This design comes from an exercise in tuning for small area and a short achievable clock period on the open sky130 flow, not from production work. Where RTL was checked, it was by simulation tests only, not by an equivalence proof against the original. Power and IR drop assume default switching activity.

==> exp/nickel <==
## pelcod_packer
module pelcod_packer #(
    parameter RAW_MAX = 8
) (
    input  wire       clk,
    input  wire       rst,              
    input  wire [7:0] addr_i,           
    input  wire       sink_present_i,
    input  wire       cmd_valid,
    output wire       cmd_ready,
    input  wire [4:0] cmd_op,
    input  wire [31:0] cmd_arg,
    input  wire       raw_valid,
    output wire       raw_ready,
    input  wire [7:0] raw_data,
    input  wire       raw_last,
    input  wire       raw_none,
    output wire       snk_valid,
    input  wire       snk_ready,
    output wire [7:0] snk_data,
    output wire       snk_first,
    output wire       snk_last,
    output wire       snk_empty,
    input  wire       snk_done,
    input  wire       snk_fail,
    input  wire [7:0] snk_err,
    output wire       st_valid,
    output reg  [2:0] st_code,
    output wire [7:0] st_err
);
==> flow/config.mk <==
export PLATFORM = sky130hd
export DESIGN_NAME = pelcod_packer
export DESIGN_NICKNAME = pelcod_packer
export VERILOG_FILES = /design/flow/design.v
export SDC_FILE = /design/flow/constraint.sdc
export NUM_CORES = 4
export LEC_CHECK = 0
export ABC_AREA = 0
export CAP_MARGIN = 20
export CORE_MARGIN = 2
export CORE_UTILIZATION = 70
export CTS_BUF_LIST = sky130_fd_sc_hd__clkbuf_8
export SLEW_MARGIN = 20
==> flow/constraint.sdc <==
create_clock -name core_clock -period 25.0 [get_ports {clk}]
set_input_delay 5.0000 -clock core_clock [delete_from_list [all_inputs] [get_ports {clk}]]
set_output_delay 5.0000 -clock core_clock [all_outputs]
set_load 0.01 [all_outputs]
standard.sh (not shown) runs the stock make flow with config.mk's settings and CLKGATE_MAP_FILE= SYNTH_SCRIPT=/design/flow/synth_recipe.tcl, a recipe that flattens the netlist after the stock synthesis.
==> flow/flow/run.sh <==
#!/bin/bash
# Standard layout, with small port buffers instead of delay cells.
export BUFFER_PORTS_ARGS="-buffer_cell sky130_fd_sc_hd__buf_2"
bash standard.sh > standard.log 2>&1
==> exp/garnet (differences from exp/nickel) <==
--- a/flow/design.v
+++ b/flow/design.v
@@ -43,13 +43,13 @@
     output wire       snk_last,
     output wire       snk_empty,
     input  wire       snk_done,
     input  wire       snk_fail,
     input  wire [7:0] snk_err,
     output wire       st_valid,
-    output reg  [2:0] st_code,
+    output wire [2:0] st_code,
     output wire [7:0] st_err
 );
     reg        s_idle, s_dec, s_raw, s_chk, s_send, s_wait, s_stat;
     reg [63:0] ring;             
     reg [4:0]  op_q;
     reg [7:0]  addr_q;
@@ -58,13 +58,13 @@
     reg [3:0]  j;                
     reg [2:0]  p;                
     reg        vq, f_first, f_last, f_empty, rr_q;
     reg        ld;               
     reg        pre_q;            
     reg        acc_q;            
-    reg        sact, sdone;
+    reg        sact;             
     reg signed [5:0] r;          
     reg [1:0]  c1;
     reg        c2, cmpa, cmpb;
     reg        zf, sf, lof, sgn;
     assign cmd_ready = s_idle;
     assign raw_ready = rr_q;
@@ -72,12 +72,13 @@
     assign snk_valid = vq;
     assign snk_data  = out_q;
     assign st_err    = out_q;
     assign snk_first = f_first;
     assign snk_last  = f_last;
     assign snk_empty = f_empty;
+    assign st_code   = {f_empty, f_last, f_first};
     wire op_s6     = (op_q >= 5'h01) && (op_q <= 5'h08);
     wire op_d1s6   = op_s6 && (op_q != 5'h03) && (op_q != 5'h04);
     wire op_d2s6   = op_s6 && (op_q != 5'h01) && (op_q != 5'h02);
     wire op_preset = (op_q >= 5'h10) && (op_q <= 5'h12);
     wire op_posu   = (op_q == 5'h13) || (op_q == 5'h14);
     wire op_zoomu  = (op_q == 5'h15);
@@ -232,33 +233,33 @@
                 default: nb = ck;
             endcase
         end
     end
     wire load  = pre_q && (!vq || snk_ready);
     wire acc_n = load && !op_raw && (j >= 4'd2) && (j <= 4'd5);
-    wire       send_n  = (s_chk && sink_present_i) || (s_send && !(xfer && f_last));
-    wire [3:0] j_n     = s_chk ? (op_raw ? ((j != 4'd0) ? j - 4'd1 : 4'd0) : 4'd6)
-                               : (load ? j - 4'd1 : j);
-    wire [2:0] p_n     = ((s_chk && !op_raw) || load) ? 3'd1 : p + 3'd1;
-    wire       sdone_n = (sact && s_last) || sdone;
-    wire [5:0] r_n     = (sact || sdone) ? r - 6'sd2 : r;
+    wire [2:0] p_n     = (s_chk && !op_raw) ? 3'd1 : p + 3'd1;
+    wire       sdone_n = !sact || s_last;
+    wire [5:0] r_n     = r - 6'sd2;
     wire al_d1_n = (r_n[3:1] == {3{r_n[0]}});
     wire al_d2_n = (r_n[2:1] == {2{r_n[0]}}) && (r_n[3] != r_n[0]);
-    reg  cond_n;
-    always @(*) begin
-        cond_n = (p_n == 3'd1);
-        if (!op_raw) begin
-            case (j_n)
-                4'd3: cond_n = sdone_n && (op_s6 ? al_d2_n : al_d1_n);
-                4'd2: cond_n = sdone_n && al_d2_n;
-                4'd1: cond_n = !acc_n;
-                default: cond_n = (p_n == 3'd6);
-            endcase
-        end
-    end
-    wire pre_n = send_n && (j_n != 4'd0) && cond_n;
+    wire [2:0] pj   = p + j[2:0];
+    wire       d1ok = sdone_n && (op_s6 ? al_d2_n : al_d1_n);
+    wire       d2ok = sdone_n && al_d2_n;
+    wire       pace = (p_n == 3'd6);
+    wire pre_l = op_raw ? ((j >= 4'd2) && (pj == 3'd0)) :
+                 (j == 4'd4) ? d1ok :
+                 (j == 4'd3) ? d2ok :
+                 (j >= 4'd5) ? pace : 1'b0;
+    wire pre_w = op_raw ? ((j >= 4'd1) && (pj == 3'd7)) :
+                 (j == 4'd3) ? d1ok :
+                 (j == 4'd2) ? d2ok :
+                 (j == 4'd1) ? 1'b1 :
+                 (j >= 4'd4) ? pace : 1'b0;
+    wire pre_c = op_raw && (j >= 4'd2) && (pj == 3'd0);
+    wire pre_n = s_chk ? (sink_present_i && pre_c) :
+                 s_send ? (load ? pre_l : pre_w) : 1'b0;
     wire cap      = s_raw && ((j == 4'd0) || (p == 3'd1));
     wire raw_fire = cap && raw_valid;
     wire raw_end  = raw_fire && (raw_none || raw_last);
     reg [63:0] ring_n;
     integer q, l;
     always @(*) begin
@@ -305,31 +306,27 @@
             ck <= ck + out_q;
         if (ld) begin
             op_q <= cmd_op;
             ck   <= addr_q;
             sact <= 1'b0;
         end
+        c1 <= c1n;
+        c2 <= c2n;
+        r  <= r - 6'sd2;
         if (sact) begin
-            c1   <= c1n;
-            c2   <= c2n;
             cmpa <= cmpa_n;
             cmpb <= cmpb_n;
-            if (s_last) begin
-                sact  <= 1'b0;
-                sdone <= 1'b1;
-            end
+            if (s_last)
+                sact <= 1'b0;
         end
-        if (sact || sdone)
-            r <= r - 6'sd2;
         if (s_dec) begin
             c1   <= {1'b0, op_zoom && !lo16nz};
             c2   <= op_tilt && !ad[31];
             cmpa <= 1'b1;
             cmpb <= 1'b1;
             sgn  <= ad[31];
-            sdone <= 1'b0;
             sact  <= !op_ill && !op_raw && !(op_float && is_nan);
             if ((op_pan || op_tilt) && win_pt)
                 r <= r_pt;
             else if (op_zoom && win_z)
                 r <= r_z;
             else
@@ -356,67 +353,60 @@
                     lof <= (ex >= 8'd134);
                 end
             end else if (op_zoom) begin
                 zf <= ad[31] || (ex <= 8'd109);
                 sf <= !ad[31] && (ex >= 8'd127);
             end
-            if (op_ill) begin
-                st_code <= 3'd1;
-                out_q   <= 8'd0;
-            end else if (op_raw) begin
+            out_q <= 8'd0;
+            if (op_ill)
+                {f_empty, f_last, f_first} <= 3'd1;
+            else if (op_raw)
                 j <= 4'd0;
-            end else if (op_float && is_nan) begin
-                st_code <= 3'd2;
-                out_q   <= 8'd0;
-            end
+            else if (op_float && is_nan)
+                {f_empty, f_last, f_first} <= 3'd2;
         end
         if (s_raw) begin
             if (j == 4'd0)
                 out_q <= raw_data;           
             if (raw_fire) begin
                 if (raw_none)
                     j <= 4'd0;
                 else
                     j <= j + 4'd1;
-                p <= raw_last ? (j[2:0] + 3'd1) : 3'd1;
+                p <= raw_last ? 3'd0 : 3'd1;
             end
         end
         if (s_chk) begin
-            st_code <= 3'd3;
             vq      <= sink_present_i;
             f_first <= 1'b1;
+            f_last  <= !sink_present_i || (op_raw && (j <= 4'd1));
+            f_empty <= sink_present_i && op_raw && (j == 4'd0);
             if (op_raw) begin
                 out_q   <= out_q & {8{sink_present_i}};
-                f_last  <= (j <= 4'd1);
-                f_empty <= (j == 4'd0);
                 if (j != 4'd0)
                     j <= j - 4'd1;
             end else begin
                 out_q   <= {8{sink_present_i}};
-                f_last  <= 1'b0;
-                f_empty <= 1'b0;
                 j       <= 4'd6;
                 p       <= 3'd1;
             end
         end
         if (s_send) begin
             if (load) begin
                 out_q   <= nb;
                 vq      <= 1'b1;
                 f_first <= 1'b0;
                 f_last  <= (j == 4'd1);
-                f_empty <= 1'b0;
                 j       <= j - 4'd1;
-                p       <= 3'd1;
             end else if (xfer) begin
                 vq <= 1'b0;
             end
         end
         if (s_wait) begin
             out_q   <= snk_fail ? snk_err : 8'd0;
-            st_code <= {snk_fail, 2'b00};
+            {f_empty, f_last, f_first} <= {snk_fail, 2'b00};
         end
         rr_q   <= (s_dec && op_raw) ||
                   (s_raw && !raw_end && ((j == 4'd0) || raw_fire || (p == 3'd0)));
         s_idle <= (s_idle && !cmd_valid) || s_stat;
         ld     <= (s_idle && !cmd_valid) || s_stat ||
                   (s_dec && (op_ill || (op_float && is_nan))) ||
@@ -439,10 +429,9 @@
             s_wait <= 1'b0;
             s_stat <= 1'b0;
             rr_q   <= 1'b0;
             vq     <= 1'b0;
             pre_q  <= 1'b0;
             sact   <= 1'b0;
-            sdone  <= 1'b0;
         end
     end
 endmodule
==> flow/flow/run.sh (replaced) <==
#!/bin/bash
# Standard layout with these changes:
#  - synthesis: no full/half-adder cell extraction, and abc maps with
#    flow/area.abc (flow/synth_pre.tcl); registers are unchanged;
#  - small port buffers instead of delay cells;
#  - timing repair aimed at a tighter setup slack than the 25 ns clock needs.
set -e
export BUFFER_PORTS_ARGS="-buffer_cell sky130_fd_sc_hd__buf_1"
export SETUP_SLACK_MARGIN=19
export ADDER_MAP_FILE=
export FLOW_ABC_SCRIPT=$PWD/flow/area.abc
cat flow/synth_pre.tcl synth_recipe.tcl > synth_abc.tcl
sed "s#SYNTH_SCRIPT=[^ ]*#SYNTH_SCRIPT=$PWD/synth_abc.tcl#" standard.sh > standard_abc.sh
bash standard_abc.sh > standard.log 2>&1
==> flow/flow/area.abc (new file) <==
strash
&get -n
&fraig -x
&put
scorr
dc2
strash
&get -n
&dch -f
&nf
&put
strash
dch -f
amap
==> flow/flow/synth_pre.tcl (new file) <==
# Prepended to the standard flow's synthesis script: abc maps the combinational logic
# with flow/area.abc (area-oriented mapping) instead of the flow's
# abc_area.script.  abc sees only the combinational logic, so the
# registers stay as the standard synthesis makes them.
proc abc {args} {
  set a {}
  set skip 0
  foreach x $args {
    if { $skip } { set skip 0; continue }
    if { $x eq "-script" } { set skip 1; continue }
    lappend a $x
  }
  yosys abc -script $::env(FLOW_ABC_SCRIPT) {*}$a
}
ABC_AREA = 1   (was 0)
CORE_UTILIZATION = 55   (was 70)
==> exp/delta (differences from exp/nickel) <==
--- a/flow/design.v
+++ b/flow/design.v
@@ -56,14 +56,12 @@
     reg [7:0]  ck;               
     reg [7:0]  out_q;            
     reg [3:0]  j;                
     reg [2:0]  p;                
     reg        vq, f_first, f_last, f_empty, rr_q;
     reg        ld;               
-    reg        pre_q;            
-    reg        acc_q;            
     reg        sact, sdone;
     reg signed [5:0] r;          
     reg [1:0]  c1;
     reg        c2, cmpa, cmpb;
     reg        zf, sf, lof, sgn;
     assign cmd_ready = s_idle;
@@ -144,25 +142,25 @@
     localparam [15:0] K9  = 16'd9000;
     localparam [15:0] K27 = 16'd27001;
     wire [5:0] j0 = 6'd0 - r;
     wire [5:0] j1 = 6'd1 - r;
     wire       v0 = r[5] || (r == 6'sd0);
     wire       v1 = (r[5] || (r == 6'sd0) || (r == 6'sd1)) && (r != -6'sd15);
+    wire       add0 = (r == 6'sd1) || (tpos && v0 && K36[j0[3:0]]);
+    wire       add1 = (r == 6'sd2) || (tpos && v1 && K36[j1[3:0]]);
     wire [1:0] yb;
     wire [1:0] c1n;
     wire       c2n;
     pelcod_scaler u_scaler (
         .ta(ta), .tb(tb), .tc(tc), .c1(c1), .neg(tpos),
         .add({add1, add0}), .c2(c2),
         .y(yb), .c1_o(c1n), .c2_o(c2n)
     );
     wire [15:0] ka = tneg ? K9 : K36;
     wire ka0 = ka[j0[3:0]];
     wire ka1 = ka[j1[3:0]];
-    wire       add0 = (r == 6'sd1) || (tpos && v0 && ka0);
-    wire       add1 = (r == 6'sd2) || (tpos && v1 && ka1);
     wire kb0 = K27[j0[3:0]];
     wire kb1 = K27[j1[3:0]];
     wire cmpa_m = v0 ? ((yb[0] & ~ka0) | (~(yb[0] ^ ka0) & cmpa)) : cmpa;
     wire cmpa_n = v1 ? ((yb[1] & ~ka1) | (~(yb[1] ^ ka1) & cmpa_m)) : cmpa_m;
     wire cmpb_m = v0 ? ((yb[0] & ~kb0) | (~(yb[0] ^ kb0) & cmpb)) : cmpb;
     wire cmpb_n = v1 ? ((yb[1] & ~kb1) | (~(yb[1] ^ kb1) & cmpb_m)) : cmpb_m;
@@ -217,48 +215,32 @@
             end
             dval = use_k ? (hi ? k[15:8] : k[7:0]) : s;
         end
     endfunction
     wire [7:0] dv = dval(j[0], dstr);
     wire xfer = vq && snk_ready;
+    wire free = !vq || snk_ready;
     reg  [7:0] nb;
+    reg        cond;
     always @(*) begin
-        nb = ring[7:0];
+        nb   = ring[7:0];
+        cond = (p == 3'd1);
         if (!op_raw) begin
             case (j)
-                4'd5: nb = c1b;
-                4'd4: nb = c2b;
-                4'd3: nb = dv;
-                4'd2: nb = dv;
-                default: nb = ck;
+                4'd6: begin nb = ck;  cond = (p == 3'd6); end
+                4'd5: begin nb = c1b; cond = (p == 3'd6); end
+                4'd4: begin nb = c2b; cond = (p == 3'd6); end
+                4'd3: begin nb = dv; cond = sdone && (op_s6 ? al_d2 : al_d1); end
+                4'd2: begin nb = dv; cond = sdone && al_d2; end
+                default: begin nb = ck; cond = 1'b1; end
             endcase
         end
     end
-    wire load  = pre_q && (!vq || snk_ready);
-    wire acc_n = load && !op_raw && (j >= 4'd2) && (j <= 4'd5);
-    wire       send_n  = (s_chk && sink_present_i) || (s_send && !(xfer && f_last));
-    wire [3:0] j_n     = s_chk ? (op_raw ? ((j != 4'd0) ? j - 4'd1 : 4'd0) : 4'd6)
-                               : (load ? j - 4'd1 : j);
-    wire [2:0] p_n     = ((s_chk && !op_raw) || load) ? 3'd1 : p + 3'd1;
-    wire       sdone_n = (sact && s_last) || sdone;
-    wire [5:0] r_n     = (sact || sdone) ? r - 6'sd2 : r;
-    wire al_d1_n = (r_n[3:1] == {3{r_n[0]}});
-    wire al_d2_n = (r_n[2:1] == {2{r_n[0]}}) && (r_n[3] != r_n[0]);
-    reg  cond_n;
-    always @(*) begin
-        cond_n = (p_n == 3'd1);
-        if (!op_raw) begin
-            case (j_n)
-                4'd3: cond_n = sdone_n && (op_s6 ? al_d2_n : al_d1_n);
-                4'd2: cond_n = sdone_n && al_d2_n;
-                4'd1: cond_n = !acc_n;
-                default: cond_n = (p_n == 3'd6);
-            endcase
-        end
-    end
-    wire pre_n = send_n && (j_n != 4'd0) && cond_n;
+    wire pre    = s_send && (j != 4'd0) && cond;
+    wire load   = pre && (!vq || snk_ready);
+    wire accum  = load && !op_raw && (j >= 4'd2) && (j <= 4'd5);
     wire cap      = s_raw && ((j == 4'd0) || (p == 3'd1));
     wire raw_fire = cap && raw_valid;
     wire raw_end  = raw_fire && (raw_none || raw_last);
     reg [63:0] ring_n;
     integer q, l;
     always @(*) begin
@@ -296,16 +278,12 @@
     end
     always @(posedge clk) begin
         ring <= ring_n;
     end
     always @(posedge clk) begin
         p <= p + 3'd1;
-        pre_q <= pre_n;
-        acc_q <= acc_n;
-        if (acc_q)
-            ck <= ck + out_q;
         if (ld) begin
             op_q <= cmd_op;
             ck   <= addr_q;
             sact <= 1'b0;
         end
         if (sact) begin
@@ -407,12 +385,14 @@
                 f_empty <= 1'b0;
                 j       <= j - 4'd1;
                 p       <= 3'd1;
             end else if (xfer) begin
                 vq <= 1'b0;
             end
+            if (accum)
+                ck <= ck + nb;
         end
         if (s_wait) begin
             out_q   <= snk_fail ? snk_err : 8'd0;
             st_code <= {snk_fail, 2'b00};
         end
         rr_q   <= (s_dec && op_raw) ||
@@ -437,12 +417,11 @@
             s_chk  <= 1'b0;
             s_send <= 1'b0;
             s_wait <= 1'b0;
             s_stat <= 1'b0;
             rr_q   <= 1'b0;
             vq     <= 1'b0;
-            pre_q  <= 1'b0;
             sact   <= 1'b0;
             sdone  <= 1'b0;
         end
     end
 endmodule
ABC_AREA = 1   (was 0)
==> comparison <==
- In exp/nickel the critical path depth is lower than in exp/delta, by 2.
- In exp/delta the non-clock buffer count is lower than in exp/garnet, by 6.
- Of exp/delta and exp/nickel, exp/delta has the higher synthesized cell count (gap 21%, measured against exp/nickel).
- Of exp/garnet and exp/nickel, exp/garnet has the higher clock power (gap about 5%, measured against exp/nickel).
Only the layout flow was run in exp/garnet and exp/delta; the RTL was not checked for function there.

[what the ideal ports hide]
No port has a modelled driver above. Below, the same layouts with a new extraction and two added sets of constraints. Step 1 assumes that a clkbuf_16 drives the clock port and a buf_2 every other input. Step 2 times the ports against the registers' clock, not the clock port: input delays grow and output delays shrink by t, the midpoint of the rising clock arrivals with the driver on. Slacks: ideal ports / drivers / drivers and shift; pairs: ideal ports / drivers.
run | shift t [ns] | setup slack, ns | worst register clock-pin slew, ns | worst slew at a driven data input, ns | cell pins on the clock port's net
exp/nickel | 0.480 | 18.412 / 18.430 / 17.950 | 0.09 / 0.09 | 0.05 | 1
exp/garnet | 0.492 | 18.977 / 18.940 / 18.594 | 0.09 / 0.09 | 0.04 | 1
exp/delta | 0.504 | 18.817 / 18.828 / 18.324 | 0.09 / 0.09 | 0.04 | 1
After both steps every run listed still meets setup and hold. For exp/delta, which loses most, drivers alone change the setup slack by +0.011 ns; drivers and shift together by -0.493 ns.
